Context: an optimization exercise on an open-source flow, tuned for small area, a short achievable clock period and few clock cycles per item. The choices shown serve that exercise and are no tape-out recipe.
In this exercise RTL edits were held to simulation tests only and were not proved equivalent to the original.
No activity file was given, so power comes from the tool's default toggle rates.

<file path="design/flow/config.mk">
export PLATFORM = sky130hd
export DESIGN_NAME = pma_engine
export DESIGN_NICKNAME = pma_engine
export VERILOG_FILES = /design/flow/design.v
export SDC_FILE = /design/flow/constraint.sdc
export NUM_CORES = 4
export LEC_CHECK = 0
export CAP_MARGIN = 20
export CORE_MARGIN = 2
export CORE_UTILIZATION = 60
export CTS_BUF_LIST = sky130_fd_sc_hd__clkbuf_8
export SLEW_MARGIN = 20
</file>
<file path="design/flow/run.sh">
#!/bin/bash
# synth_recipe.tcl (not shown) runs the flow's synth.tcl, then flattens the netlist and writes it again
# the make line also repeats each setting of config.mk as NAME=value (left out here)
make -C /OpenROAD-flow-scripts/flow DESIGN_CONFIG=/design/flow/config.mk WORK_HOME=/design/flow/orfs CLKGATE_MAP_FILE= SYNTH_SCRIPT=/design/flow/synth_recipe.tcl finish
</file>
<file path="design/flow/design.v">
module pma_engine (
    input  wire        clk,
    input  wire        rst,
    input  wire        cmd_valid,
    output wire        cmd_ready,
    input  wire [31:0] cmd_word,
    input  wire [7:0]  cmd_len,
    input  wire        in_valid,
    output wire        in_ready,
    input  wire [7:0]  in_data,
    output wire        out_valid,
    input  wire        out_ready,
    output wire [7:0]  out_data,
    output wire        res_valid,
    input  wire        res_ready,
    output wire [3:0]  res_status,
    output wire [31:0] res_value
);
    localparam [7:0] SOP = 8'h7E, EOP = 8'h7F, ESC = 8'h7D;
    localparam [3:0] K_STUFF = 4'd1, K_UNSTUFF = 4'd2, K_CSUM = 4'd3,
                     K_VERIFY = 4'd4, K_WRAP = 4'd5, K_UNWRAP = 4'd6,
                     K_SEAL = 4'd7, K_PUSH = 4'd8, K_POP = 4'd9,
                     K_CLOSE = 4'd10, K_STAT = 4'd11, K_ILL = 4'd12,
                     K_LEN = 4'd13;
    localparam [3:0] ST_OK = 4'h0, ST_FRAMING = 4'h1, ST_ESC_END = 4'h2,
                     ST_INV_ESC = 4'h3, ST_CSUM = 4'h4, ST_ILLEGAL = 4'h5,
                     ST_LENGTH = 4'h6, ST_FULL = 4'h7, ST_EMPTY = 4'h8,
                     ST_OVERFLOW = 4'h9;
    localparam [1:0] M_PLAIN = 2'd0, M_STUFF = 2'd1, M_WRAP = 2'd2, M_SEAL = 2'd3;
    localparam [1:0] S_NONE = 2'd0, S_SLOT = 2'd1, S_JOB = 2'd2;
    localparam RQD = 8;      
    localparam RQW = 3;
    function is_res(input [7:0] b);
        is_res = (b == SOP) || (b == EOP) || (b == ESC);
    endfunction
    wire [7:0] d_op  = cmd_word[7:0];
    wire [7:0] d_imm = cmd_word[15:8];
    wire [7:0] d_ch  = cmd_word[23:16];
    wire [7:0] d_rsv = cmd_word[31:24];
    wire d_codec = (d_op >= 8'h01) && (d_op <= 8'h07);
    wire d_rsm   = (d_op >= 8'h10) && (d_op <= 8'h13);
    wire d_ill   = (d_rsv != 8'd0) || !(d_codec || d_rsm) ||
                   (d_codec && ((d_imm != 8'd0) || (d_ch != 8'd0))) ||
                   (d_rsm && ((d_ch >= 8'd4) || (cmd_len != 8'd0) ||
                              ((d_op != 8'h10) && (d_imm != 8'd0))));
    wire d_len0  = (cmd_len == 8'd0);
    wire d_big   = (cmd_len > 8'd16);
    wire d_okc   = !d_ill && d_codec && !d_big;
    wire d_okr   = !d_ill && d_rsm;
    wire [3:0] d_k = d_ill ? K_ILL : d_codec ? (d_big ? K_LEN : d_op[3:0]) :
                     {2'b10, d_op[1:0]};
    wire [7:0] d_x = ((d_op == 8'h10) && d_len0) ? d_imm : cmd_len;
    wire d_stf  = d_okc && ((d_op[2:0] == 3'd1) || (d_op[2:0] == 3'd5) || (d_op[2:0] == 3'd7));
    wire d_unst = d_okc && ((d_op[2:0] == 3'd2) || (d_op[2:0] == 3'd6));
    wire [21:0] c_in = {d_okr && (d_op[1:0] == 2'd0), d_okr, d_stf, d_unst,
                        d_k, d_ch[1:0], d_x, d_len0, cmd_len == 8'd1,
                        d_imm == SOP, d_imm == EOP};
    reg [21:0] cq0, cq1;
    reg [1:0]  ccnt;
    reg        c_rdy;
    wire       c_push = cmd_valid & c_rdy;
    wire       c_pop;
    always @(posedge clk) begin
        if (rst) begin
            ccnt  <= 2'd0;
            c_rdy <= 1'b1;
        end else begin
            ccnt  <= ccnt + {1'b0, c_push} - {1'b0, c_pop};
            c_rdy <= !((ccnt == 2'd2 && !c_pop) || (ccnt == 2'd1 && c_push && !c_pop));
        end
    end
    always @(posedge clk) begin
        if ((ccnt == 2'd0 && c_push) || (ccnt == 2'd1 && c_push && c_pop))
            cq0 <= c_in;
        else if (ccnt == 2'd2 && c_pop)
            cq0 <= cq1;
        if (ccnt == 2'd1 && c_push && !c_pop)
            cq1 <= c_in;
    end
    assign cmd_ready = c_rdy;
    wire [11:0] b_in = {in_data, in_data == SOP, in_data == EOP, in_data == ESC,
                        (in_data == 8'h5E) || (in_data == 8'h5F) || (in_data == 8'h5D)};
    reg [11:0] bq0, bq1;
    reg [1:0]  bcnt;
    reg        b_rdy;
    wire       b_push = in_valid & b_rdy;
    wire       b_pop;
    always @(posedge clk) begin
        if (rst) begin
            bcnt  <= 2'd0;
            b_rdy <= 1'b1;
        end else begin
            bcnt  <= bcnt + {1'b0, b_push} - {1'b0, b_pop};
            b_rdy <= !((bcnt == 2'd2 && !b_pop) || (bcnt == 2'd1 && b_push && !b_pop));
        end
    end
    always @(posedge clk) begin
        if ((bcnt == 2'd0 && b_push) || (bcnt == 2'd1 && b_push && b_pop))
            bq0 <= b_in;
        else if (bcnt == 2'd2 && b_pop)
            bq0 <= bq1;
        if (bcnt == 2'd1 && b_push && !b_pop)
            bq1 <= b_in;
    end
    assign in_ready = b_rdy;
    reg [7:0] jb  [0:1][0:15];           
    reg [4:0] j_len  [0:1];
    reg [1:0] j_mode [0:1];
    reg [7:0] j_ck   [0:1];
    reg [1:0] busy;                      
    reg [1:0] j_done;                    
    reg        ch_acc  [0:3];
    reg [4:0]  ch_alen [0:3];
    reg [1:0]  ch_qcnt [0:3];
    reg        ch_head [0:3];
    reg [3:0]  s_len   [0:7];            
    reg [7:0]  pinned;                   
    reg        w_en;
    reg [2:0]  w_slot;
    reg [3:0]  w_idx;
    reg [7:0]  w_dat;
    reg [RQW:0] occ;
    reg         occ_full;
    wire        x1_rec;                  
    wire        rq_pop;
    wire       hv  = (ccnt != 2'd0);
    wire [3:0] hk  = cq0[17:14];
    wire [1:0] hc  = cq0[13:12];
    wire [7:0] hx  = cq0[11:4];
    wire       hx0 = cq0[3];
    wire       hx1 = cq0[2];
    wire       hxs = cq0[1];
    wire       hxe = cq0[0];
    wire       bv    = (bcnt != 2'd0);
    wire [7:0] bd    = bq0[11:4];
    wire       b_sop = bq0[3];
    wire       b_eop = bq0[2];
    wire       b_esc = bq0[1];
    wire       b_code = bq0[0];
    wire       b_res = b_sop | b_eop | b_esc;
    wire h_rsm  = cq0[20];
    wire h_stf  = cq0[19];
    wire h_unst = cq0[18];
    wire h_push = cq0[21];
    wire h_buf  = h_stf || h_unst;
    reg       walk;      
    reg [4:0] en;        
    reg [7:0] rem;       
    reg       rem1;      
    reg [7:0] sum;
    reg [5:0] ol;        
    reg       esc, ierr, fbad;
    reg [3:0] epos;
    reg       ex_st;     
    reg       ex_b;      
    reg       jw_en, jw_b, jd_set, jd_z;
    reg [3:0] jw_idx;
    reg [7:0] jw_dat;
    reg [4:0] en_d;      
    wire r0 = walk ? 1'b0 : hx0;
    wire r1 = walk ? rem1 : hx1;
    wire buf_free = !(busy[0] & busy[1]);
    wire nb = busy[0];                   
    wire cb = ex_st ? ex_b : nb;         
    wire go       = !h_buf || ex_st || (buf_free && (!h_stf || !occ_full));
    wire j_ok     = hv && !h_rsm && go;
    wire take     = j_ok && bv && !r0 && (h_stf || !r1 || !occ_full);
    wire fin_ct   = j_ok && h_stf && (r0 || (bv && r1));
    wire fin_job  = j_ok && !h_stf && !occ_full && (r0 || (bv && r1));
    wire push_ct  = j_ok && h_stf && !ex_st;
    wire alloc    = j_ok && h_buf && !ex_st;
    wire ct_alloc = !((hk == K_STUFF) && hx0);
    wire       c_acc  = ch_acc[hc];
    wire [4:0] c_alen = ch_alen[hc];
    wire [1:0] c_qcnt = ch_qcnt[hc];
    wire       c_head = ch_head[hc];
    wire       c_as   = c_head ^ c_qcnt[0];       
    wire       c_full = c_qcnt[1];
    wire       c_emp  = (c_qcnt == 2'd0);
    wire [3:0] cp;                       
    genvar gc;
    generate
        for (gc = 0; gc < 4; gc = gc + 1) begin : CPIN
            assign cp[gc] = (ch_head[gc] ^ ch_qcnt[gc][0]) ? pinned[2*gc+1] : pinned[2*gc];
        end
    endgenerate
    wire       stall_pin = h_push && cp[hc];
    wire       fin_rsm = hv && h_rsm && !occ_full && !stall_pin;
    assign c_pop  = fin_job || fin_rsm || fin_ct;
    assign b_pop  = take;
    assign x1_rec = fin_job || fin_rsm || push_ct;
    reg [7:0] n_sum;
    reg [5:0] n_ol;
    reg       n_esc, n_ierr, n_fbad;
    reg [3:0] n_epos;
    reg       wr_en;
    reg [3:0] wr_idx;
    reg [7:0] wr_dat;
    reg       body;
    wire [7:0] c_sum  = walk ? sum : 8'd0;
    wire [5:0] c_ol   = walk ? ol : 6'd0;
    wire       c_esc  = walk & esc;
    wire       c_ierr = walk & ierr;
    wire       c_fbad = walk & fbad;
    always @(*) begin
        n_sum = c_sum; n_ol = c_ol; n_esc = c_esc; n_ierr = c_ierr; n_fbad = c_fbad; n_epos = epos;
        wr_en = 1'b0; wr_idx = en[3:0]; wr_dat = bd;
        body = (hk == K_UNSTUFF) || (walk && !r1);
        if (h_stf) begin
            n_sum = c_sum + bd;
            n_ol  = c_ol + (b_res ? 6'd2 : 6'd1);
            wr_en = 1'b1;
        end else if (h_unst) begin
            if (hk == K_UNWRAP) begin
                if (!walk && !b_sop) n_fbad = 1'b1;
                if (r1 && !b_eop)    n_fbad = 1'b1;
            end
            wr_idx = c_ol[3:0];
            wr_dat = {bd[7:6], bd[5] ^ c_esc, bd[4:0]};
            if (body && !c_ierr) begin
                if (c_esc) begin
                    n_esc = 1'b0;
                    if (b_code) begin
                        wr_en = 1'b1;
                        n_ol  = c_ol + 6'd1;
                        n_sum = c_sum + {bd[7:6], ~bd[5], bd[4:0]};
                    end else begin
                        n_ierr = 1'b1;
                        n_epos = en[3:0] - 4'd1;
                    end
                end else if (b_esc) begin
                    n_esc = 1'b1;
                end else begin
                    wr_en = 1'b1;
                    n_ol  = c_ol + 6'd1;
                    n_sum = c_sum + bd;
                end
            end
        end else begin
            n_sum = c_sum + bd;
        end
        if (!take) begin
            n_sum = c_sum; n_ol = c_ol; n_esc = c_esc; n_ierr = c_ierr; n_fbad = c_fbad; n_epos = epos;
            wr_en = 1'b0;
        end
    end
    wire [7:0] rem_cur = walk ? rem : hx;
    reg        x2_v;
    reg        x2_job;       
    reg [3:0]  x2_st;
    reg [7:0]  x2_val;       
    reg        x2_stat;
    reg [1:0]  x2_src;
    reg [2:0]  x2_sid;
    reg [3:0]  x2_k;
    reg [5:0]  x2_ol;
    reg        x2_esc, x2_ierr, x2_fbad, x2_lt2;
    reg [3:0]  x2_epos, x2_pos;
    reg        x2_b;
    reg [3:0] p_st;
    reg [7:0] p_v;
    reg       p_stat;
    reg [1:0] p_src;
    reg [2:0] p_sid;
    always @(*) begin
        p_st = ST_OK; p_v = 8'd0; p_stat = 1'b0; p_src = S_NONE; p_sid = {2'b00, cb};
        case (hk)
        K_PUSH: begin
            if (c_full)
                p_st = ST_FULL;
            else if (c_acc && c_alen[4])
                p_st = ST_OVERFLOW;
            else if (c_acc && hxe)
                p_v = 8'd1;
        end
        K_POP: begin
            if (c_emp) begin
                p_st = ST_EMPTY;
            end else begin
                p_v   = {4'd0, s_len[{hc, c_head}]};
                p_src = S_SLOT;
                p_sid = {hc, c_head};
            end
        end
        K_STAT: begin
            p_stat = 1'b1;
            p_v    = {c_alen, c_qcnt, c_acc};
        end
        default: begin       
            if (h_stf && ct_alloc) p_src = S_JOB;
        end
        endcase
    end
    reg [3:0] f_st;
    reg [7:0] f_v;
    reg       f_stat;
    reg [1:0] f_src;
    reg [2:0] f_sid;
    wire [7:0] x2_ck = 8'd0 - x2_val;
    always @(*) begin
        f_st = x2_st; f_v = x2_val; f_stat = x2_stat; f_src = x2_src; f_sid = x2_sid;
        if (x2_job) begin
            f_st = ST_OK; f_v = 8'd0; f_stat = 1'b0; f_src = S_NONE; f_sid = {2'b00, x2_b};
            case (x2_k)
            K_CSUM: f_v = x2_ck;
            K_VERIFY: begin
                f_v = x2_ck;
                if (x2_val != 8'd0) f_st = ST_CSUM;
            end
            K_UNSTUFF: begin
                if (x2_ierr) begin
                    f_st = ST_INV_ESC; f_v = {4'd0, x2_epos};
                end else if (x2_esc) begin
                    f_st = ST_ESC_END; f_v = {4'd0, x2_pos};
                end else if (x2_ol != 6'd0) begin
                    f_src = S_JOB;
                end
            end
            K_UNWRAP: begin
                if (x2_lt2 || x2_fbad) begin
                    f_st = ST_FRAMING;
                end else if (x2_ierr) begin
                    f_st = ST_INV_ESC; f_v = {4'd0, x2_epos};
                end else if (x2_esc) begin
                    f_st = ST_ESC_END; f_v = {4'd0, x2_pos - 4'd1};
                end else if (x2_val != 8'd0) begin
                    f_st = ST_CSUM; f_v = x2_ck;
                end else if (x2_ol != 6'd0) begin
                    f_src = S_JOB;
                end
            end
            K_ILL: f_st = ST_ILLEGAL;
            default: f_st = ST_LENGTH;
            endcase
        end
    end
    reg [13:0] rq_e [0:RQD-1];
    wire [13:0] f_enc = (f_src == S_JOB)  ? {2'd2, 11'd0, f_sid[0]} :
                        (f_src == S_SLOT) ? {2'd3, 5'd0, f_sid, f_v[3:0]} :
                        f_stat            ? {2'd1, 4'd0, f_v} : {2'd0, f_st, f_v};
    reg [RQW-1:0] rq_wr, rq_rd;
    reg [RQW:0]   rq_cnt;
    reg           rq_ne;
    wire [RQW:0]  rq_cnt_a = rq_cnt + {{RQW{1'b0}}, x2_v};
    wire [RQW:0]  occ_a    = occ + {{RQW{1'b0}}, x1_rec};
    wire       e_rel;                     
    wire       e_fr;                      
    reg  [1:0] e_src;
    reg  [2:0] e_sid;
    wire       x2_rel = x2_v && x2_job && (x2_k == K_UNSTUFF || x2_k == K_UNWRAP) &&
                        (f_src == S_NONE);
    integer i, j;
    always @(posedge clk) begin
        if (rst) begin
            walk <= 1'b0; en <= 5'd0;
            ex_st <= 1'b0;
            jw_en <= 1'b0; jd_set <= 1'b0; en_d <= 5'd0;
            busy <= 2'b00; j_done <= 2'b00; pinned <= 8'd0;
            w_en <= 1'b0;
            x2_v <= 1'b0;
            occ <= {(RQW+1){1'b0}}; occ_full <= 1'b0;
            rq_wr <= {RQW{1'b0}}; rq_rd <= {RQW{1'b0}}; rq_cnt <= {(RQW+1){1'b0}};
            rq_ne <= 1'b0;
            for (i = 0; i < 4; i = i + 1) begin
                ch_acc[i] <= 1'b0; ch_alen[i] <= 5'd0;
                ch_qcnt[i] <= 2'd0; ch_head[i] <= 1'b0;
            end
        end else begin
            if (fin_job || fin_ct) begin
                walk <= 1'b0; en <= 5'd0;
            end else if (take) begin
                walk <= 1'b1; en <= en + 5'd1;
            end
            jw_en  <= wr_en;
            en_d <= en;
            jd_set <= (fin_ct || fin_job) && h_buf;
            if (jd_set)
                j_done[jw_b] <= 1'b1;
            if (alloc)
                j_done[nb] <= 1'b0;
            if (fin_ct || fin_job)
                ex_st <= 1'b0;
            else if (alloc)
                ex_st <= 1'b1;
            for (j = 0; j < 2; j = j + 1) begin
                if (alloc && nb == j && !(h_stf && !ct_alloc))
                    busy[j] <= 1'b1;
                else if ((e_fr && e_src == S_JOB && e_sid[0] == j) ||
                         (x2_rel && x2_b == j) ||
                         (alloc && nb == j))
                    busy[j] <= 1'b0;
            end
            w_en <= 1'b0;
            if (fin_rsm) begin
                case (hk)
                K_PUSH: begin
                    if (!c_full) begin
                        if (!c_acc) begin
                            if (hxs) begin
                                ch_acc[hc]  <= 1'b1;
                                ch_alen[hc] <= 5'd1;
                            end
                        end else if (c_alen[4]) begin
                            ch_acc[hc]  <= 1'b0;
                            ch_alen[hc] <= 5'd0;
                        end else if (hxe) begin
                            ch_qcnt[hc] <= c_qcnt + 2'd1;
                            ch_acc[hc]  <= 1'b0;
                            ch_alen[hc] <= 5'd0;
                        end else begin
                            ch_alen[hc] <= c_alen + 5'd1;
                            w_en <= (c_alen[3:0] != 4'd15);
                        end
                    end
                end
                K_POP: begin
                    if (!c_emp) begin
                        ch_head[hc] <= ~c_head;
                        ch_qcnt[hc] <= c_qcnt - 2'd1;
                    end
                end
                K_CLOSE: begin
                    ch_acc[hc]  <= 1'b0;
                    ch_alen[hc] <= 5'd0;
                    ch_qcnt[hc] <= 2'd0;
                end
                default: ;
                endcase
            end
            for (j = 0; j < 8; j = j + 1)
                if ((fin_rsm && p_src == S_SLOT && p_sid == j) ||
                    (e_fr && e_src == S_SLOT && e_sid == j))
                    pinned[j] <= fin_rsm && p_src == S_SLOT && p_sid == j;
            x2_v <= x1_rec;
            if (x2_v)
                rq_wr <= rq_wr + 1'b1;
            if (rq_pop)
                rq_rd <= rq_rd + 1'b1;
            rq_cnt <= rq_pop ? rq_cnt_a - 1'b1 : rq_cnt_a;
            rq_ne  <= rq_pop ? (rq_cnt_a > 1) : (rq_cnt_a != 0);
            occ <= rq_pop ? occ_a - 1'b1 : occ_a;
            occ_full <= !rq_pop && ((occ == RQD) || ((occ == RQD - 1) && x1_rec));
        end
    end
    always @(posedge clk) begin
        if (take) begin
            rem  <= rem_cur - 8'd1;
            rem1 <= (rem_cur == 8'd2);
            sum <= n_sum; ol <= n_ol;
            esc <= n_esc; ierr <= n_ierr; fbad <= n_fbad; epos <= n_epos;
        end
        jw_b   <= cb;
        jw_idx <= wr_idx;
        jw_dat <= wr_dat;
        if (jw_en)
            jb[jw_b][jw_idx] <= jw_dat;
        jd_z   <= !(walk || take);
        if (jd_set)
            j_ck[jw_b] <= jd_z ? 8'd0 : 8'd0 - sum;
        if (alloc) begin
            ex_b <= nb;
            j_mode[nb] <= (hk == K_STUFF) ? M_STUFF : (hk == K_WRAP) ? M_WRAP :
                          (hk == K_SEAL) ? M_SEAL : M_PLAIN;
            j_len[nb]  <= hx[4:0];
        end
        if ((fin_ct || fin_job) && h_unst)
            j_len[cb] <= n_ol[4:0];
        if (fin_rsm && h_push && !c_full && c_acc && !c_alen[4] && hxe)
            s_len[{hc, c_as}] <= c_alen[3:0] - 4'd1;
        w_slot <= {hc, c_as};
        w_idx  <= c_alen[3:0] - 4'd1;
        w_dat  <= hx;
        x2_job  <= !h_rsm && !h_stf;
        x2_st   <= p_st;
        x2_val  <= h_rsm ? p_v : n_sum;
        x2_stat <= p_stat;
        x2_src  <= p_src;
        x2_sid  <= p_sid;
        x2_k    <= hk;
        x2_ol   <= n_ol;
        x2_esc  <= n_esc;
        x2_ierr <= n_ierr;
        x2_fbad <= n_fbad;
        x2_lt2  <= !walk;
        x2_epos <= n_epos;
        x2_pos  <= en[3:0];
        x2_b    <= cb;
        if (x2_v)
            rq_e[rq_wr] <= f_enc;
    end
    localparam [2:0] PH_INIT = 3'd0, PH_SOP = 3'd1, PH_BODY = 3'd2, PH_BESC = 3'd3,
                     PH_CK = 3'd4, PH_CESC = 3'd5, PH_EOP = 3'd6, PH_DONE = 3'd7;
    reg       e_v;
    reg [3:0] e_st;
    reg [7:0] e_val;
    reg       e_stat;
    reg       e_sop, e_stf, e_ckp;
    reg [4:0] e_blen;
    reg [2:0] ph;
    reg [5:0] e_cnt;
    reg       e_nd;      
    reg       e_pd;      
    reg       e_frd;     
    reg [4:0] rp;
    reg [3:0] rp0, rp1, rp2, rp3, rpj;   
    reg [7:0] rbs, rbj;                  
    reg       rb_v;
    reg [8:0]  ob0, ob1;
    reg [1:0]  ocnt;
    reg        ob_sp;
    reg [19:0] rr0, rr1;
    reg [1:0]  rcnt;
    reg        rr_sp;
    reg        need_rec;     
    reg        o_valid;
    reg        r_valid;
    wire       e_slot = (e_src == S_SLOT);
    wire       e_jid  = e_sid[0];
    wire       e_data = (e_src != S_NONE);
    wire [7:0] e_ck   = j_ck[e_jid];
    wire       e_jd   = j_done[e_jid];
    wire [2:0] eph = (ph == PH_INIT) ? (e_sop ? PH_SOP : PH_BODY) : ph;
    wire       e_last = (rp == e_blen);
    wire [2:0] after_body = e_ckp ? PH_CK : (e_sop ? PH_EOP : PH_DONE);
    wire       ck_res = is_res(e_ck);
    wire [7:0] rb     = e_slot ? rbs : rbj;
    reg        rbj_res;                  
    wire       rb_res = rbj_res;         
    reg [7:0] g_byte;
    reg [2:0] g_ph;
    reg       g_inc;
    reg       g_wait;
    always @(*) begin
        g_byte = 8'd0; g_ph = eph; g_inc = 1'b0; g_wait = 1'b0;
        case (eph)
        PH_SOP: begin
            g_byte = SOP;
            g_ph   = (e_blen == 5'd0) ? (e_ckp ? PH_CK : PH_EOP) : PH_BODY;
        end
        PH_BODY: begin
            g_wait = !rb_v;
            if (e_stf && rb_res) begin
                g_byte = ESC; g_ph = PH_BESC;
            end else begin
                g_byte = rb; g_inc = 1'b1;
                g_ph = e_last ? after_body : PH_BODY;
            end
        end
        PH_BESC: begin
            g_byte = rb ^ 8'h20; g_inc = 1'b1;
            g_ph = e_last ? after_body : PH_BODY;
        end
        PH_CK: begin
            g_wait = !e_jd;
            if (ck_res) begin
                g_byte = ESC; g_ph = PH_CESC;
            end else begin
                g_byte = e_ck; g_ph = PH_EOP;
            end
        end
        PH_CESC: begin
            g_byte = e_ck ^ 8'h20; g_ph = PH_EOP;
        end
        PH_EOP: begin
            g_byte = EOP; g_ph = PH_DONE;
        end
        default: g_wait = 1'b1;
        endcase
    end
    wire e_emit = e_v && e_data && !g_wait && ob_sp;
    assign e_fr = e_emit && (g_ph == PH_EOP || g_ph == PH_DONE) && !e_frd;
    assign e_rel = rr_sp && (e_nd || e_pd);
    wire   e_load = (!e_v || e_rel) && rq_ne;
    assign rq_pop = e_load;
    wire [13:0] n_e   = rq_e[rq_rd];
    wire [1:0] n_src  = (n_e[13:12] == 2'd2) ? S_JOB : (n_e[13:12] == 2'd3) ? S_SLOT : S_NONE;
    wire [2:0] n_sid  = (n_e[13:12] == 2'd3) ? n_e[6:4] : {2'b00, n_e[0]};
    wire [7:0] n_val  = (n_e[13:12] == 2'd3) ? {4'd0, n_e[3:0]} : n_e[7:0];
    wire [1:0] n_mode = j_mode[n_sid[0]];
    wire       n_slot = (n_src == S_SLOT);
    wire [4:0] n_blen  = n_slot ? n_val[4:0] : j_len[n_sid[0]];
    wire       n_prime = (n_src == S_JOB) && (j_done[n_sid[0]] || (en_d != 5'd0));
    reg        rlt_b, rlt_e;
    wire       rd_ok   = e_v && e_data && rlt_b && (e_slot || e_jd || rlt_e);
    wire       rd_go   = rd_ok && (!rb_v || (e_emit && g_inc));
    wire [4:0] rp_1    = rp + 5'd1;
    wire [7:0] s_byte [0:7];
    genvar gs;
    generate
        for (gs = 0; gs < 8; gs = gs + 1) begin : SLOT
            reg [7:0] m [0:13];
            always @(posedge clk)
                if (w_en && w_slot == gs)
                    m[w_idx] <= w_dat;
            assign s_byte[gs] = m[(gs < 2) ? rp0 : (gs < 4) ? rp1 : (gs < 6) ? rp2 : rp3];
        end
    endgenerate
    wire [7:0] rd_sbyte = s_byte[e_sid];
    wire [7:0] rd_jbyte = jb[e_jid][rpj];
    always @(posedge clk) begin
        if (rst) begin
            e_v <= 1'b0; ph <= PH_INIT; e_cnt <= 6'd0;
            e_nd <= 1'b0; e_pd <= 1'b0;
            rb_v <= 1'b0; rp <= 5'd0; rlt_b <= 1'b0; rlt_e <= 1'b0;
            rp0 <= 4'd0; rp1 <= 4'd0; rp2 <= 4'd0; rp3 <= 4'd0; rpj <= 4'd0;
        end else begin
            if (e_fr)
                e_frd <= 1'b1;
            if (e_emit) begin
                ph <= g_ph;
                e_pd <= (g_ph == PH_DONE);
                e_cnt <= e_cnt + 6'd1;
            end
            rlt_e <= rd_go ? (rp_1 < en) : (rp < en);
            if (rd_go)
                rlt_b <= (rp_1 < e_blen);
            if (rd_go) begin
                rb_v <= 1'b1;
                rp   <= rp + 5'd1;
                rp0  <= rp0 + 4'd1;
                rp1  <= rp1 + 4'd1;
                rp2  <= rp2 + 4'd1;
                rp3  <= rp3 + 4'd1;
                rpj  <= rpj + 4'd1;
            end else if (e_emit && g_inc) begin
                rb_v <= 1'b0;
            end
            if (e_rel && !e_load) begin
                e_v  <= 1'b0;
                e_nd <= 1'b0;
                e_pd <= 1'b0;
            end
            if (e_load) begin
                e_v    <= 1'b1;
                e_nd   <= (n_src == S_NONE);
                e_pd   <= 1'b0;
                e_frd  <= 1'b0;
                rlt_b  <= ({4'd0, n_prime} < n_blen);
                rlt_e  <= ({4'd0, n_prime} < en);
                ph     <= PH_INIT;
                e_cnt  <= 6'd0;
                rb_v   <= n_prime;
                rp     <= {4'd0, n_prime};
                rp0    <= {3'd0, n_prime};
                rp1    <= {3'd0, n_prime};
                rp2    <= {3'd0, n_prime};
                rp3    <= {3'd0, n_prime};
                rpj    <= {3'd0, n_prime};
            end
        end
    end
    always @(posedge clk) begin
        if (e_load) begin
            e_st   <= (n_e[13:12] == 2'd0) ? n_e[11:8] : ST_OK;
            e_val  <= n_val;
            e_stat <= (n_e[13:12] == 2'd1);
            e_src  <= n_src;
            e_sid  <= n_sid;
            e_sop  <= n_slot || (n_mode == M_WRAP) || (n_mode == M_SEAL);
            e_stf  <= !n_slot && (n_mode != M_PLAIN);
            e_ckp  <= !n_slot && (n_mode == M_SEAL);
            e_blen <= n_blen;
            rbj    <= jb[n_sid[0]][0];
            rbj_res <= is_res(jb[n_sid[0]][0]);
        end else if (rd_go) begin
            rbj    <= rd_jbyte;
            rbj_res <= is_res(rd_jbyte);
        end
        if (rd_go)
            rbs <= rd_sbyte;
    end
    wire [8:0]  ob_in = {g_ph == PH_DONE, g_byte};
    wire [19:0] rr_in = {e_data, e_st,
                         e_stat ? {5'd0, e_val[2:1] == 2'd2, e_val[2:1] != 2'd0, e_val[0]} :
                         e_data ? {2'b00, e_cnt} : e_val,
                         e_stat ? e_val[2:1] : 2'd0,
                         e_stat ? e_val[7:3] : 5'd0};
    wire o_pop  = o_valid && out_ready;
    wire r_pop  = r_valid && res_ready;
    wire o_push = e_emit;
    wire r_push = e_rel;
    reg [1:0]  ocnt_n, rcnt_n;
    reg [8:0]  ob0_n;
    reg [19:0] rr0_n;
    reg        nr_n;
    always @(*) begin
        ocnt_n = ocnt + {1'b0, o_push} - {1'b0, o_pop};
        rcnt_n = rcnt + {1'b0, r_push} - {1'b0, r_pop};
        ob0_n = ob0;
        if (o_pop)
            ob0_n = (ocnt == 2'd2) ? ob1 : ob_in;
        else if (ocnt == 2'd0)
            ob0_n = ob_in;
        rr0_n = rr0;
        if (r_pop)
            rr0_n = (rcnt == 2'd2) ? rr1 : rr_in;
        else if (rcnt == 2'd0)
            rr0_n = rr_in;
        nr_n = need_rec;
        if (o_pop && ob0[8])
            nr_n = 1'b1;
        else if (r_pop && rr0[19])
            nr_n = 1'b0;
    end
    always @(posedge clk) begin
        if (rst) begin
            ocnt <= 2'd0; rcnt <= 2'd0; ob_sp <= 1'b1; rr_sp <= 1'b1;
            need_rec <= 1'b0; o_valid <= 1'b0; r_valid <= 1'b0;
        end else begin
            ocnt  <= ocnt_n;
            rcnt  <= rcnt_n;
            ob_sp <= (ocnt_n != 2'd2);
            rr_sp <= (rcnt_n != 2'd2);
            need_rec <= nr_n;
            o_valid <= (ocnt_n != 2'd0) && !nr_n && !((rcnt_n != 2'd0) && !rr0_n[19]);
            r_valid <= (rcnt_n != 2'd0) && (!rr0_n[19] || nr_n);
        end
    end
    always @(posedge clk) begin
        ob0 <= ob0_n;
        rr0 <= rr0_n;
        if ((o_push && ocnt == 2'd1 && !o_pop) || (o_push && ocnt == 2'd2 && o_pop))
            ob1 <= ob_in;
        if ((r_push && rcnt == 2'd1 && !r_pop) || (r_push && rcnt == 2'd2 && r_pop))
            rr1 <= rr_in;
    end
    assign out_valid  = o_valid;
    assign out_data   = ob0[7:0];
    assign res_valid  = r_valid;
    assign res_status = rr0[18:15];
    assign res_value  = {11'd0, rr0[4:0], 6'd0, rr0[6:5], rr0[14:7]};
endmodule
</file>
<file path="design/flow/constraint.sdc">
create_clock -name core_clock -period 10.0 [get_ports {clk}]
set_input_delay 2.0000 -clock core_clock [delete_from_list [all_inputs] [get_ports {clk}]]
set_output_delay 2.0000 -clock core_clock [all_outputs]
set_load 0.01 [all_outputs]
</file>
==> flow_summary.yaml, run 1 <==
run_status:
  outcome: "finished clean"
die:
  die_area_um2: 121000
  die_y_um: 348
  core_area_um2: 118000
  rows: 126
  die_w_um: 348
  start_util: 0.603
  pin_count: 102
pwr:
  powerDensity_nw_per_um2: 240
  leakagePower_nw: 25.6
  ir_worst_vdd_mv: 0.170
  finalPower_mw: 18.8
synthesis:
  ys_ff_latch: 1737
  yosysUniqueCellTypes: 87
  synth_cells: 4265
  async_flop_share: 0
  syn_area_um2: 71000
  yosysWarnings: 1
  syn_area_per_cell_um2: 16.6
  synth-edff-count: 1562
  ys.flop_type: "edfxtp_1"
  synth_sequential_area_ratio: 0.710
clocking:
  clockRootBuffer: "clkbuf_8"
  cts_tree: "done"
  h-tree-depth: 5
  numCtsBuffers: 298
  clkTransAtPathRegs_ps: 60
  clk_path_buf_depth: 4
  insertion_delay_ps: 990
  postCtsSetupBuffers: 0
  hold_buffers: 0
  ctsResizeCount: 0
  numClockSinks: 1737
timing:
  fmax_mhz: 237
  finalSetupViolCount: 0
  finalWorstSetupSlack_ps: 5770
  whs_ps: 397
  drv_slew: 0
  skew_ps: 38.1
  rsz0062_at_grt: "false"
  hold_viol: 0
  worst_pin_slew_ps: 1160
  relSlewSlack: 0.225
  period_minus_slack_ps: 4230
  finalCritPeriodShare: 0.423
  finalSetupTns_ps: 0
global_routing:
  first_global_vias: 38300
  antenna_found_initial: 6
  grt_start_max_net_pins: 91
  overflow: 0
  grt_pass1_wl_um: 248000
  grt.total_usage: 0.281
placement:
  hpwl_um: 107000
  dpl.cell_count: 5721
  gp_congestion: 0.905
  pre_cts_ws_ps: 4970
  portBuffers: 84
  place_area_um2: 73200
setup_path:
  path_buf_inv: 1
  cp-startpoint: "rp1[0]$_SDFFE_PP0P_"
  cp.depth: 8
  cp.required_ps: 10690
  cp_common_cell: "a21oi_1"
  r2r-start: "rp1[0]$_SDFFE_PP0P_"
  cp-start-kind: "flop"
  crit_fanout: 40
  path_delay_family: "compound AO/OA/AOI/OAI gates"
  cp-end-kind: "flop"
  r2r_setup_slack_ps: 5770
  reg2reg_depth: 8
  slowest_delay_ps: 950
  crit_path_cell_trace: "buf_4 > mux4_2 > nor2_1 > a21oi_1 > a21oi_1 > o21ai_0 > a2111oi_0 > a21oi_1"
  slowest_stage: "a2111oi_0"
  arrival_ps: 4910
  timing.rr.end: "rbs[6]$_DFFE_PP_"
  crit_type: "flop to flop"
route:
  drtIter0Drc: 3546
  num_vias: 38100
  dr.pass1.iters: 5
  wl_um: 167000
  detail-route-antenna-nets: 0
  wl_per_cell_um: 26.9
  drc_errors: 0
  viasPerCell: 6.12
worst_hold_path:
  worst_hold_path.endpoint: "w_dat[7]$_DFF_P_"
  hold_depth: 0
  min_path_type: "flop to flop"
  hp-start: "cq0[11]$_DFFE_PN_"
finish:
  nets: 4603
  final_core_util: 0.666
  instances_no_fill: 6224
  drive_above_1_share: 0.195
  design_area_um2: 78400
  synthToLayoutAreaGrowth_pct: 10.4
run:
  cap_violations: 0
-- report_power, final --
part	total [mW]	leakage, nW	internal, mW	switching (mW)
clock	5.73	3.09	2.99	2.74
combinational	3.08	6.91	1.01	2.07
sequential	10.0	15.6	9.26	0.746
-- how the worst max path moves through the flow --
stage | to | slack, ps
after global routing | rbs[6]$_DFFE_PP_ | 5630
after floorplan | cq0[16]$_DFFE_PN_ | 5900
after detailed placement | cq0[16]$_DFFE_PN_ | 4970
after global placement | cq0[16]$_DFFE_PN_ | 4920
final | rbs[6]$_DFFE_PP_ | 5770
after CTS | cmd_ready | 5830
-- layout make-up --
type | instances | area (µm²)
diodes | 2 | 5.00
clock buffers | 315 | 4340
clock inverters | 186 | 856
fillers | 8211 | 39400
inverters | 95 | 357
multi-input cells | 2212 | 19200
flip-flops and latches | 1737 | 50500
well taps | 1536 | 1920
repair buffers | 141 | 1270
-- cells in the final DEF (no fill, tap or decap), drive strengths merged, types with 6 or more instances in the layout --
| cell type | Yosys | layout |
|---|---|---|
| nor4 | 11 | 11 |
| a21o | 18 | 18 |
| nor2b | 51 | 51 |
| a211oi | 19 | 19 |
| inv | 90 | 204 |
| or2 | 6 | 6 |
| nand3 | 63 | 63 |
| nor3b | 10 | 10 |
| clkbuf | 100 | 315 |
| o21a | 7 | 7 |
| nand2b | 31 | 31 |
| and3 | 14 | 14 |
| mux2 | 104 | 104 |
| nand2 | 258 | 258 |
| a21oi | 131 | 131 |
| a221o | 6 | 6 |
| xnor2 | 50 | 50 |
| a32o | 8 | 8 |
| nor3 | 67 | 67 |
| a31oi | 19 | 19 |
| xor2 | 42 | 42 |
| mux4 | 337 | 337 |
| clkinv | 5 | 71 |
| conb | 1 | 17 |
| o22ai | 25 | 25 |
| buf | 137 | 58 |
| edfxtp | 1562 | 1562 |
| o211ai | 13 | 13 |
| nand4 | 23 | 23 |
| clkdlybuf4s50 | 0 | 83 |
| nand3b | 12 | 12 |
| mux2i | 113 | 113 |
| or3 | 21 | 21 |
| ha | 62 | 62 |
| a22o | 15 | 15 |
| o21ai | 122 | 122 |
| nor2 | 428 | 428 |
| dfxtp | 175 | 175 |
| and2 | 23 | 23 |
| a22oi | 7 | 7 |
-- kinds of logic (layout without fill, tap and decap cells) --
group	after synthesis	in the layout	synth area share
flip-flops	1737	1737	0.710
other	1	19	0.0000528
AO/OA/AOI/OAI	439	439	0.0384
multiplexers	554	554	0.140
AND/OR/NAND/NOR	1044	1044	0.0670
XOR/XNOR	92	92	0.0113
buffers and inverters	332	737	0.0214
adder cells (fa/ha/maj)	66	66	0.0118
-- registers in the layout, summed over array words and instances (netlist names), 16 cells and up, named ones only --
signal and flops:
j_ck 16, SLOT.m 896, rq_e 112, ch_alen 20
s_len 32, cq1 22, rr1 20, rr0 20
jb 256, cq0 22
-- metal layers --
metal / vias to the layer above / wire length [µm] / track usage
li1: 17000 / - / -
met1: 19500 / 67900 / 0.385
met2: 1339 / 82700 / 0.458
met3: 296 / 11100 / 0.0503
met4: 0 / 5420 / 0.102
met5: - / 0 / 0
-- cell usage after synthesis (all sizes together) (21+ instances only) --
cell type,number,share of area
inv,90,0.0048
edfxtp,1562,0.66
mux4,337,0.11
or3,21,0.0019
nor2,428,0.023
a21oi,131,0.0092
nor3,67,0.0049
xor2,42,0.0052
ha,62,0.011
o22ai,25,0.0022
nand4,23,0.0020
nor2b,51,0.0045
o21ai,122,0.0087
nand3,63,0.0044
mux2i,113,0.017
clkbuf,100,0.0053
nand2,258,0.014
buf,137,0.011
xnor2,50,0.0062
and2,23,0.0020
nand2b,31,0.0027
dfxtp,175,0.049
mux2,104,0.016
-- worst register-to-register path, stage by stage, from the launching register on --
cell and delay [ps]:
dfxtp_4 680, buf_4 720, mux4_2 680, nor2_1 210, a21oi_1 70, a21oi_1 370
o21ai_0 140, a2111oi_0 950, a21oi_1 110
Testbench counts, summed over its fixed seeds: cycles 19,320, items 5,121.
==> inputs of run 2 (changes only) <==
--- a/design/flow/design.v
+++ b/design/flow/design.v
@@ -40,5 +40,5 @@
     wire d_codec = (d_op >= 8'h01) && (d_op <= 8'h07);
     wire d_rsm   = (d_op >= 8'h10) && (d_op <= 8'h13);
-    wire d_ill   = (d_rsv != 8'd0) || !(d_codec || d_rsm) ||
+    wire d_ill   = !(d_codec || d_rsm) ||
                    (d_codec && ((d_imm != 8'd0) || (d_ch != 8'd0))) ||
                    (d_rsm && ((d_ch >= 8'd4) || (cmd_len != 8'd0) ||
@@ -53,8 +53,8 @@
     wire d_stf  = d_okc && ((d_op[2:0] == 3'd1) || (d_op[2:0] == 3'd5) || (d_op[2:0] == 3'd7));
     wire d_unst = d_okc && ((d_op[2:0] == 3'd2) || (d_op[2:0] == 3'd6));
-    wire [21:0] c_in = {d_okr && (d_op[1:0] == 2'd0), d_okr, d_stf, d_unst,
+    wire [22:0] c_in = {d_rsv != 8'd0, d_okr && (d_op[1:0] == 2'd0), d_okr, d_stf, d_unst,
                         d_k, d_ch[1:0], d_x, d_len0, cmd_len == 8'd1,
                         d_imm == SOP, d_imm == EOP};
-    reg [21:0] cq0, cq1;
+    reg [22:0] cq0, cq1;
     reg [1:0]  ccnt;
     reg        c_rdy;
@@ -125,5 +125,6 @@
     wire        rq_pop;
     wire       hv  = (ccnt != 2'd0);
-    wire [3:0] hk  = cq0[17:14];
+    wire       h_rsv = cq0[22];
+    wire [3:0] hk  = h_rsv ? K_ILL : cq0[17:14];
     wire [1:0] hc  = cq0[13:12];
     wire [7:0] hx  = cq0[11:4];
@@ -139,8 +140,8 @@
     wire       b_code = bq0[0];
     wire       b_res = b_sop | b_eop | b_esc;
-    wire h_rsm  = cq0[20];
-    wire h_stf  = cq0[19];
-    wire h_unst = cq0[18];
-    wire h_push = cq0[21];
+    wire h_rsm  = cq0[20] && !h_rsv;
+    wire h_stf  = cq0[19] && !h_rsv;
+    wire h_unst = cq0[18] && !h_rsv;
+    wire h_push = cq0[21] && !h_rsv;
     wire h_buf  = h_stf || h_unst;
     reg       walk;      
@@ -350,5 +351,5 @@
     wire       x2_rel = x2_v && x2_job && (x2_k == K_UNSTUFF || x2_k == K_UNWRAP) &&
                         (f_src == S_NONE);
-    integer i, j;
+    integer i, j, k;
     always @(posedge clk) begin
         if (rst) begin
@@ -503,5 +504,6 @@
     reg       e_frd;     
     reg [4:0] rp;
-    reg [3:0] rp0, rp1, rp2, rp3, rpj;   
+    reg [3:0] rps [0:7];                 
+    reg [3:0] rpj;                       
     reg [7:0] rbs, rbj;                  
     reg       rb_v;
@@ -593,5 +595,5 @@
                 if (w_en && w_slot == gs)
                     m[w_idx] <= w_dat;
-            assign s_byte[gs] = m[(gs < 2) ? rp0 : (gs < 4) ? rp1 : (gs < 6) ? rp2 : rp3];
+            assign s_byte[gs] = m[rps[gs]];
         end
     endgenerate
@@ -603,5 +605,6 @@
             e_nd <= 1'b0; e_pd <= 1'b0;
             rb_v <= 1'b0; rp <= 5'd0; rlt_b <= 1'b0; rlt_e <= 1'b0;
-            rp0 <= 4'd0; rp1 <= 4'd0; rp2 <= 4'd0; rp3 <= 4'd0; rpj <= 4'd0;
+            for (k = 0; k < 8; k = k + 1) rps[k] <= 4'd0;
+            rpj <= 4'd0;
         end else begin
             if (e_fr)
@@ -618,8 +621,5 @@
                 rb_v <= 1'b1;
                 rp   <= rp + 5'd1;
-                rp0  <= rp0 + 4'd1;
-                rp1  <= rp1 + 4'd1;
-                rp2  <= rp2 + 4'd1;
-                rp3  <= rp3 + 4'd1;
+                for (k = 0; k < 8; k = k + 1) rps[k] <= rps[k] + 4'd1;
                 rpj  <= rpj + 4'd1;
             end else if (e_emit && g_inc) begin
@@ -642,8 +642,5 @@
                 rb_v   <= n_prime;
                 rp     <= {4'd0, n_prime};
-                rp0    <= {3'd0, n_prime};
-                rp1    <= {3'd0, n_prime};
-                rp2    <= {3'd0, n_prime};
-                rp3    <= {3'd0, n_prime};
+                for (k = 0; k < 8; k = k + 1) rps[k] <= {3'd0, n_prime};
                 rpj    <= {3'd0, n_prime};
             end
==> flow_summary.yaml, run 2 <==
synthesis:
  ys_ff_latch: 1755
  synth_most_common_cell: "edfxtp_1"
  synth-edff-count: 1564
  yosysWarnings: 2
  synth_sequential_area_ratio: 0.707
  ys.flop_type: "edfxtp_1"
  synth.top_cells.by_area: "edfxtp_1 65%, mux4_2 11%, dfxtp_1 5.3%"
  yosysTopAreaCellShare: 0.654
  syn_area_um2: 71800
  synth_common_cells: "1564 x edfxtp_1, 382 x nor2_1, 336 x mux4_2"
  synth_cells: 4284
  syn_area_per_cell_um2: 16.8
  async_flop_share: 0
  yosysTopAreaCell: "edfxtp_1"
  yosysUniqueCellTypes: 96
placement:
  hpwl_um: 106000
  portBuffers: 84
  gp_congestion: 0.864
finish:
  n_fill_cell: 8122
  nets: 4623
  layout_common_cells: "1564 x edfxtp_1, 372 x nor2_1, 336 x mux4_2, 324 x clkbuf_8, 248 x nand2_1"
  final_core_util: 0.672
  reg_top3: "SLOT.m x896, jb x256, rq_e x112"
  drive_above_1_share: 0.202
  regMostFlops: "SLOT.m"
  layout_commonest_cell: "edfxtp_1"
  synthToLayoutAreaGrowth_pct: 10.8
  largest_reg_flops: 896
clocking:
  clk_path_buf_depth: 4
  numCtsBuffers: 298
  cts_tree: "done"
  h-tree-depth: 5
  numClockSinks: 1755
  clockRootBuffer: "clkbuf_8"
  hold_buffers: 0
  ctsResizeCount: 0
  postCtsSetupBuffers: 0
  clkTransAtPathRegs_ps: 60
  insertion_delay_ps: 1000
pwr:
  ir_worst_vdd_mv: 0.164
  powerDensity_nw_per_um2: 236
  leakagePower_nw: 25.8
  finalPower_mw: 18.8
setup_path:
  cp.required_ps: 8000
  path_buf_inv: 1
  cp-start-kind: "flop"
  crit_path_cell_trace: "clkdlybuf4s50_1"
  slowest_stage: "clkdlybuf4s50_1"
  arrival_ps: 2160
  path_delay_family: "buffers and inverters"
  crit_fanout: 2
  slowest_delay_ps: 620
  crit_type: "flop to primary output"
  cp-end-kind: "primary output"
timing:
  worst_pin_slew_ps: 1070
  relSlewSlack: 0.282
  finalCritPeriodShare: 0.416
  fmax_mhz: 241
  finalSetupViolCount: 0
  drv_slew: 0
  finalSetupTns_ps: 0
  hold_viol: 0
  skew_ps: 47.5
  rsz0062_at_grt: "false"
  period_minus_slack_ps: 4160
route:
  drc_errors: 0
  detail-route-antenna-nets: 0
  wl_per_cell_um: 26.3
  drtIter0Drc: 3773
  wl_um: 166000
  dr.pass1.iters: 6
  viasPerCell: 6.09
  num_vias: 38400
global_routing:
  first_global_vias: 38500
  grt_pass1_wl_um: 248000
  grt.total_usage: 0.278
  overflow: 0
  grt_start_max_net_pins: 109
  antenna_found_initial: 8
die:
  die_y_um: 350
  pin_count: 102
  rows: 126
  die_w_um: 350
  start_util: 0.606
  die_area_um2: 122000
  core_area_um2: 118000
run_status:
  outcome: "finished clean"
worst_hold_path:
  min_path_type: "flop to flop"
run:
  cap_violations: 0
[run 2: path summary, 6_finish.rpt]
path                          start           endpoint  slack [ps]  cells after the start
hold / removal     bq0[7]$_DFFE_PP_  jw_dat[3]$_DFF_P_         390                      0
setup / recovery   b_rdy$_SDFF_PP1_           in_ready        5840                      1
hold reg to reg    bq0[7]$_DFFE_PP_  jw_dat[3]$_DFF_P_         390                      0
setup reg to reg  cq0[22]$_DFFE_PN_  x2_val[2]$_DFF_P_        5910                      8
[run 2: area by class of cell]
cell class	instances	area [µm²]	share of cell area
sequential	1755	50800	0.639
multi-input combinational	2197	19600	0.246
clock buffer	324	4460	0.0560
tap	1600	2000	0.0252
timing repair buffer	152	1350	0.0170
clock inverter	186	940	0.0118
inverter	97	364	0.00458
antenna	2	5.00	0.0000629
[run 2: routing by layer]
metal,vias up,GRT usage,share of wire
met5,-,0,0.00035
met4,10,0.0915,0.030
met3,315,0.0606,0.071
met2,1398,0.444,0.48
met1,19600,0.385,0.42
li1,17200,-,-
[run 2: power by group]
group,leakage (nW),switching (mW),internal (mW),total [mW]
clock network,3.18,2.75,3.14,5.89
registers,15.8,0.576,9.27,9.85
logic,6.88,2.08,0.978,3.06
total,25.8,5.41,13.4,18.8
[run 2: logic make-up after synthesis]
group / after synthesis / synth area share
muxes: 557 / 0.139
and+or+nand+nor: 1028 / 0.0668
AOI/OAI and AO/OA: 415 / 0.0399
other: 1 / 0.0000522
DFF: 1755 / 0.707
adders and majority gates: 69 / 0.0122
buffers and inverters: 348 / 0.0215
xor gates and xnor gates: 111 / 0.0135
[run 2: metrics by stage]
stage / instance area, µm² / setup slack (ps) / cells / hold slack, ps
final: 79600 / 5840 / 6313 / 393
after global routing: 79600 / 5520 / 6313 / 411
after CTS: 79500 / 5780 / 6311 / 401
after detailed placement: 74100 / 5050 / 5801 / 383
after global placement: 74100 / 5110 / 5801 / 381
after floorplan: 71900 / 5420 / 4300 / 346
Testbench counts of run 2, summed over its fixed seeds: cycles 19,320, items 5,121.
==> inputs of run 3 (changes only) <==
--- a/design/flow/config.mk
+++ b/design/flow/config.mk
@@ -9,4 +9,3 @@
 export CORE_MARGIN = 2
 export CORE_UTILIZATION = 60
-export CTS_BUF_LIST = sky130_fd_sc_hd__clkbuf_8
 export SLEW_MARGIN = 20
==> flow_summary.yaml, run 3 <==
synthesis:
  yosysTopAreaCell: "edfxtp_1"
  yosysWarnings: 2
  synth_sequential_area_ratio: 0.707
  syn_area_per_cell_um2: 16.8
  synthXorXnorAreaFrac: 0.0135
  yosysTopAreaCellShare: 0.654
  synth-edff-count: 1564
  ys_ff_latch: 1755
  yosysUniqueCellTypes: 96
  synth_most_common_cell: "edfxtp_1"
  synth_compound_area_frac: 0.0399
  ys.flop_type: "edfxtp_1"
  syn_area_um2: 71800
  synthSimpleGateAreaFrac: 0.0668
  synth_cells: 4284
  synth_top_family_by_area: "multiplexers"
  synth_common_cells: "1564 x edfxtp_1, 382 x nor2_1, 336 x mux4_2"
  synth.top_cells.by_area: "edfxtp_1 65%, mux4_2 11%, dfxtp_1 5.3%"
  synth_adder_area_share: 0.0122
  synth.mux.area_fraction: 0.139
  async_flop_share: 0
global_routing:
  grt_start_max_net_pins: 109
  overflow: 0
  first_global_vias: 37400
  grt.total_usage: 0.275
  antenna_found_initial: 7
  grt_pass1_wl_um: 245000
setup_path:
  arrival_ps: 4740
  cp-end-kind: "flop"
  slowest_stage: "or4_1"
  crit_path_cell_trace: "clkdlybuf4s50_1 > nor4_1 > nand3b_1 > or4_1 > or3b_1 > o41ai_2 > nand3_1 > mux2_2"
  cp.required_ps: 10530
  cp-start-kind: "input pin"
  crit_type: "input pin to flop"
  crit_fanout: 4
  slowest_delay_ps: 550
placement:
  hpwl_um: 106000
  portBuffers: 84
  pre_cts_ws_ps: 5050
  gp_congestion: 0.864
die:
  die_y_um: 350
  rows: 126
  die_area_um2: 122000
  pin_count: 102
  die_w_um: 350
  start_util: 0.606
  core_area_um2: 118000
run_status:
  outcome: "finished clean"
route:
  drc_errors: 0
  detail-route-antenna-nets: 0
  num_vias: 37800
  dr.pass1.iters: 6
  wl_per_cell_um: 26.9
  drtIter0Drc: 3883
  viasPerCell: 6.17
  wl_um: 165000
finish:
  layout_common_cells: "1564 x edfxtp_1, 372 x nor2_1, 336 x mux4_2, 248 x nand2_1, 182 x clkbuf_16"
  layout_commonest_cell: "edfxtp_1"
  synthToLayoutAreaGrowth_pct: 11.2
  num_antenna_cells: 0
  nets: 4501
  largest_reg_flops: 896
  reg_top3: "SLOT.m x896, jb x256, rq_e x112"
  n_fill_cell: 7935
  drive_above_1_share: 0.185
  regMostFlops: "SLOT.m"
worst_hold_path:
  min_path_type: "flop to flop"
clocking:
  numCtsBuffers: 176
  clockRootBuffer: "clkbuf_16"
  insertion_delay_ps: 800
  h-tree-depth: 4
  clk_path_buf_depth: 3
  postCtsSetupBuffers: 0
  clkTransAtPathRegs_ps: 60
  hold_buffers: 0
  numClockSinks: 1755
  ctsResizeCount: 0
  cts_tree: "done"
pwr:
  finalPower_mw: 19.4
  leakagePower_nw: 25.4
  powerDensity_nw_per_um2: 243
  ir_worst_vdd_mv: 0.196
timing:
  relSlewSlack: 0.280
  finalSetupViolCount: 0
  rsz0062_at_grt: "false"
  period_minus_slack_ps: 4210
  whs_ps: 394
  skew_ps: 24.5
  drv_slew: 0
  finalCritPeriodShare: 0.421
  hold_viol: 0
  worst_pin_slew_ps: 1080
  finalSetupTns_ps: 0
  fmax_mhz: 238
  finalWorstSetupSlack_ps: 5790
run:
  cap_violations: 0
run 3: cell count changes in the layout (fill, tap and decap cells not counted), moves of 4 or more:
cell,before,now
clkbuf_1,0,50
inv_16,0,4
clkinv_2,23,30
clkbuf_16,0,182
bufinv_16,7,13
clkinv_1,39,29
inv_1,202,91
inv_6,2,7
clkbuf_8,324,5
run 3: path summary, 6_finish.rpt:
check / from / end / slack [ps] / cells past startpoint
setup / recovery: cmd_len[4] / cq0[17]$_DFFE_PN_ / 5790 / 8
hold / removal: bq0[7]$_DFFE_PP_ / jw_dat[3]$_DFF_P_ / 390 / 0
hold reg to reg: bq0[7]$_DFFE_PP_ / jw_dat[3]$_DFF_P_ / 390 / 0
setup reg to reg: cq0[22]$_DFFE_PN_ / x2_val[2]$_DFF_P_ / 5920 / 8
run 3: cells by family after synthesis:
kind of cell | Yosys count
other | 1
buffers and inverters | 348
flip-flops | 1755
AND/OR/NAND/NOR | 1028
adder cells (fa/ha/maj) | 69
AO/OA/AOI/OAI | 415
multiplexers | 557
XOR/XNOR | 111
run 3: report_power, final:
part | switching, mW | leakage (nW) | internal, mW
Combinational | 2.08 | 6.88 | 0.977
Sequential | 0.574 | 15.8 | 9.27
Clock | 2.74 | 2.77 | 3.73
run 3: final cells by class:
class,instances,area [µm²],area share
clock inverters,91,865,0.0108
inverters,97,364,0.00456
clock buffers,237,4810,0.0603
well taps,1600,2000,0.0251
multi-input cells,2197,19600,0.246
flip-flops and latches,1755,50800,0.637
repair buffers,152,1350,0.0169
run 3: metrics by stage:
stage | util | instances | cell area, µm²
after floorplan | - | 4300 | 71900
after global placement | 0.626 | 5801 | 74100
after detailed placement | 0.626 | 5801 | 74100
after CTS | 0.674 | 6129 | 79800
after global routing | 0.674 | 6129 | 79800
final | 0.674 | 6129 | 79800
run 3: per-layer routing:
metal / global-route usage / vias up / wire (µm)
li1: - / 16900 / -
met1: 0.391 / 19400 / 69000
met2: 0.444 / 1231 / 80700
met3: 0.0476 / 232 / 10900
met4: 0.0781 / 12 / 4120
met5: 0 / - / 82
run 3: critical path, delay by kind of cell:
family	cells	cell delay, ps
and+or+nand+nor	5	1860
AOI/OAI and AO/OA	1	110
muxes	1	320
buffers and inverters	1	460
==> inputs of run 4 (changes only) <==
--- a/design/flow/design.v
+++ b/design/flow/design.v
@@ -59,5 +59,5 @@
     reg [1:0]  ccnt;
     reg        c_rdy;
-    wire       c_push = cmd_valid & c_rdy;
+    wire       c_push = cmd_valid & (ccnt != 2'd2);
     wire       c_pop;
     always @(posedge clk) begin
@@ -84,5 +84,5 @@
     reg [1:0]  bcnt;
     reg        b_rdy;
-    wire       b_push = in_valid & b_rdy;
+    wire       b_push = in_valid & (bcnt != 2'd2);
     wire       b_pop;
     always @(posedge clk) begin
@@ -673,6 +673,8 @@
                          e_stat ? e_val[2:1] : 2'd0,
                          e_stat ? e_val[7:3] : 5'd0};
-    wire o_pop  = o_valid && out_ready;
-    wire r_pop  = r_valid && res_ready;
+    wire o_vi   = (ocnt != 2'd0) && !need_rec && !((rcnt != 2'd0) && !rr0[19]);
+    wire r_vi   = (rcnt != 2'd0) && (!rr0[19] || need_rec);
+    wire o_pop  = o_vi && out_ready;
+    wire r_pop  = r_vi && res_ready;
     wire o_push = e_emit;
     wire r_push = e_rel;
==> flow_summary.yaml, run 4 <==
placement:
  gp_congestion: 0.889
  pre_cts_ws_ps: 5160
  hpwl_um: 104000
  portBuffers: 84
die:
  die_area_um2: 122000
  rows: 126
  core_area_um2: 118000
  start_util: 0.606
  pin_count: 102
  die_w_um: 350
  die_y_um: 350
global_routing:
  antenna_found_initial: 7
  overflow: 0
  grt_pass1_wl_um: 242000
  grt_start_max_net_pins: 94
  grt.total_usage: 0.271
  first_global_vias: 37400
clocking:
  numCtsBuffers: 177
  clk_path_buf_depth: 3
  clockRootBuffer: "clkbuf_16"
  cts_tree: "done"
  ctsResizeCount: 0
  clkTransAtPathRegs_ps: 60
  numClockSinks: 1755
  hold_buffers: 0
  h-tree-depth: 4
  insertion_delay_ps: 810
  postCtsSetupBuffers: 0
finish:
  reg_top3: "SLOT.m x896, jb x256, rq_e x112"
  synthToLayoutAreaGrowth_pct: 11.2
  layout_commonest_cell: "edfxtp_1"
  layout_common_cells: "1564 x edfxtp_1, 424 x nor2_1, 341 x mux4_2, 183 x clkbuf_16, 180 x nand2_1"
  drive_above_1_share: 0.187
  n_fill_cell: 7925
  nets: 4482
  regMostFlops: "SLOT.m"
  largest_reg_flops: 896
timing:
  finalWorstSetupSlack_ps: 5960
  hold_viol: 0
  period_minus_slack_ps: 4040
  fmax_mhz: 248
  rsz0062_at_grt: "false"
  finalCritPeriodShare: 0.404
  drv_slew: 0
  worst_pin_slew_ps: 1100
  skew_ps: 25.4
  finalSetupTns_ps: 0
  finalSetupViolCount: 0
  relSlewSlack: 0.267
synthesis:
  synth_common_cells: "1564 x edfxtp_1, 430 x nor2_1, 341 x mux4_2"
  syn_area_um2: 71800
  ys.flop_type: "edfxtp_1"
  yosysUniqueCellTypes: 90
  async_flop_share: 0
  ys_ff_latch: 1755
  synth-edff-count: 1564
  synth.top_cells.by_area: "edfxtp_1 65%, mux4_2 11%, dfxtp_1 5.3%"
  synth_cells: 4270
  synth_sequential_area_ratio: 0.708
  syn_area_per_cell_um2: 16.8
  yosysWarnings: 2
  yosysTopAreaCellShare: 0.654
  synth_most_common_cell: "edfxtp_1"
  yosysTopAreaCell: "edfxtp_1"
setup_path:
  arrival_ps: 4580
  reg2reg_depth: 12
  crit_type: "input pin to flop"
  cp-start-kind: "input pin"
  crit_fanout: 4
  cp-end-kind: "flop"
  cp.required_ps: 10550
run_status:
  outcome: "finished clean"
worst_hold_path:
  hold_depth: 0
  min_path_type: "flop to flop"
route:
  num_vias: 37600
  dr.pass1.iters: 6
  wl_per_cell_um: 26.5
  drtIter0Drc: 3589
  wl_um: 162000
  viasPerCell: 6.15
  detail-route-antenna-nets: 0
  drc_errors: 0
run:
  cap_violations: 0
pwr:
  leakagePower_nw: 25.5
  ir_worst_vdd_mv: 0.179
  powerDensity_nw_per_um2: 232
  finalPower_mw: 18.5
==> run 4: cell count changes in the layout (fill, tap and decap cells not counted), moves of 13 or more <==
cell | before | now
nor2_1 | 372 | 424
a21oi_1 | 84 | 121
mux2i_1 | 109 | 128
o21ai_1 | 21 | 3
a22oi_1 | 38 | 8
nor3_1 | 65 | 52
o21ai_0 | 68 | 102
nor2b_1 | 43 | 57
clkbuf_8 | 5 | 18
nand2_1 | 248 | 180
nand3_1 | 71 | 55
==> run 4: logic make-up (layout without fill, tap and decap cells) <==
kind of cell,count (synthesis),after routing,synth area share
buf+inv,352,573,0.0218
xor+xnor,105,105,0.0128
other cells,1,20,0.0000523
flops,1755,1755,0.708
mux,589,589,0.144
fa+ha+maj,68,68,0.0121
compound gates,433,433,0.0388
simple gates,967,967,0.0624
==> run 4: cell type report <==
cell class | instances | area, µm² | share of cell area
Sequential cell | 1755 | 50800 | 0.637
Multi-Input combinational cell | 2179 | 19500 | 0.245
Clock buffer | 241 | 4980 | 0.0624
Tap cell | 1600 | 2000 | 0.0251
Timing Repair Buffer | 140 | 1260 | 0.0158
Clock inverter | 85 | 749 | 0.00939
Inverter | 107 | 402 | 0.00503
Antenna cell | 3 | 7.51 | 0.0000941
==> run 4: where the power goes <==
group	total, mW	switching (mW)	leakage (nW)	internal, mW
clock network	6.48	2.73	2.82	3.75
registers	9.44	0.485	15.7	8.96
logic	2.60	1.70	6.96	0.904
total	18.5	4.91	25.5	13.6
==> run 4: worst paths after layout <==
kind                                   startpoint               endpoint  slack, ps
worst max-delay path                   cmd_len[0]      cq0[17]$_DFFE_PN_       5960
worst min-delay path             bq0[6]$_DFFE_PP_      jw_dat[2]$_DFF_P_        420
worst max register to register  x2_val[0]$_DFF_P_  rq_e[0][10]$_DFFE_PP_       5990
worst min register to register   bq0[6]$_DFFE_PP_      jw_dat[2]$_DFF_P_        420
==> run 4: critical path, cell delays in order <==
cell             delay [ps]
clkdlybuf4s50_1         440
or4_1                   550
a2111oi_0               790
nand2_1                 180
or2_2                   350
mux2_2                  270
==> run 4: per-stage QoR <==
stage	std cells	area [µm²]	hold slack, ps	util
6_report	6110	79800	422	0.674
5_1_grt	6107	79800	434	0.674
4_1_cts	6105	79700	421	0.673
3_5_place_dp	5779	74000	414	0.625
3_3_place_gp	5778	74000	417	0.625
2_1_floorplan	4286	71800	343	-
==> run 4: per-layer routing <==
metal | GRT usage | vias to the layer above | share of wire
li1 | - | 16800 | -
met1 | 0.379 | 19400 | 0.42
met2 | 0.436 | 1165 | 0.49
met3 | 0.0478 | 262 | 0.062
met4 | 0.0922 | 8 | 0.031
met5 | 0 | - | 0.00030
Testbench counts of run 4, summed over its fixed seeds: cycles 19,320, items 5,121.

==> port drivers added, routing unchanged <==
No port has a modelled driver above. Below, the same layouts with a new extraction and two added sets of constraints. Step 1 (the two cells are an assumption about what drives the block):
set clk [get_ports {clk}]
set_driving_cell -lib_cell sky130_fd_sc_hd__clkbuf_16 $clk
set_driving_cell -lib_cell sky130_fd_sc_hd__buf_2 [delete_from_list [all_inputs] $clk]
Step 2 adds t to the input delays and takes it off the output delays; t is the mean of the earliest and latest rising clock arrival at the registers after step 1. Input paths then give back, and output paths get back, about the clock's delay inside the block. Slacks: no drivers / after step 1 / after step 2; pairs: no drivers / after step 1.
run	t (ns)	setup WS [ns]	hold slack, ns	latest minus earliest clock arrival (ns)	worst slew at a driven data input, ns
run 1	1.047	5.775 / 5.775 / 4.874	0.397 / 0.397 / 0.397	0.041 / 0.040	0.18
run 2	1.039	5.844 / 5.771 / 4.988	0.393 / 0.393 / 0.393	0.069 / 0.069	0.16
run 3	0.863	5.794 / 5.845 / 4.983	0.394 / 0.394 / 0.394	0.026 / 0.025	0.17
run 4	0.869	5.964 / 5.987 / 5.145	0.422 / 0.422 / 0.422	0.028 / 0.027	0.17
After both steps every run listed still meets setup and hold. The setup slack of run 1, which loses most, moves by 0.000 ns with the drivers and by -0.901 ns with both steps.
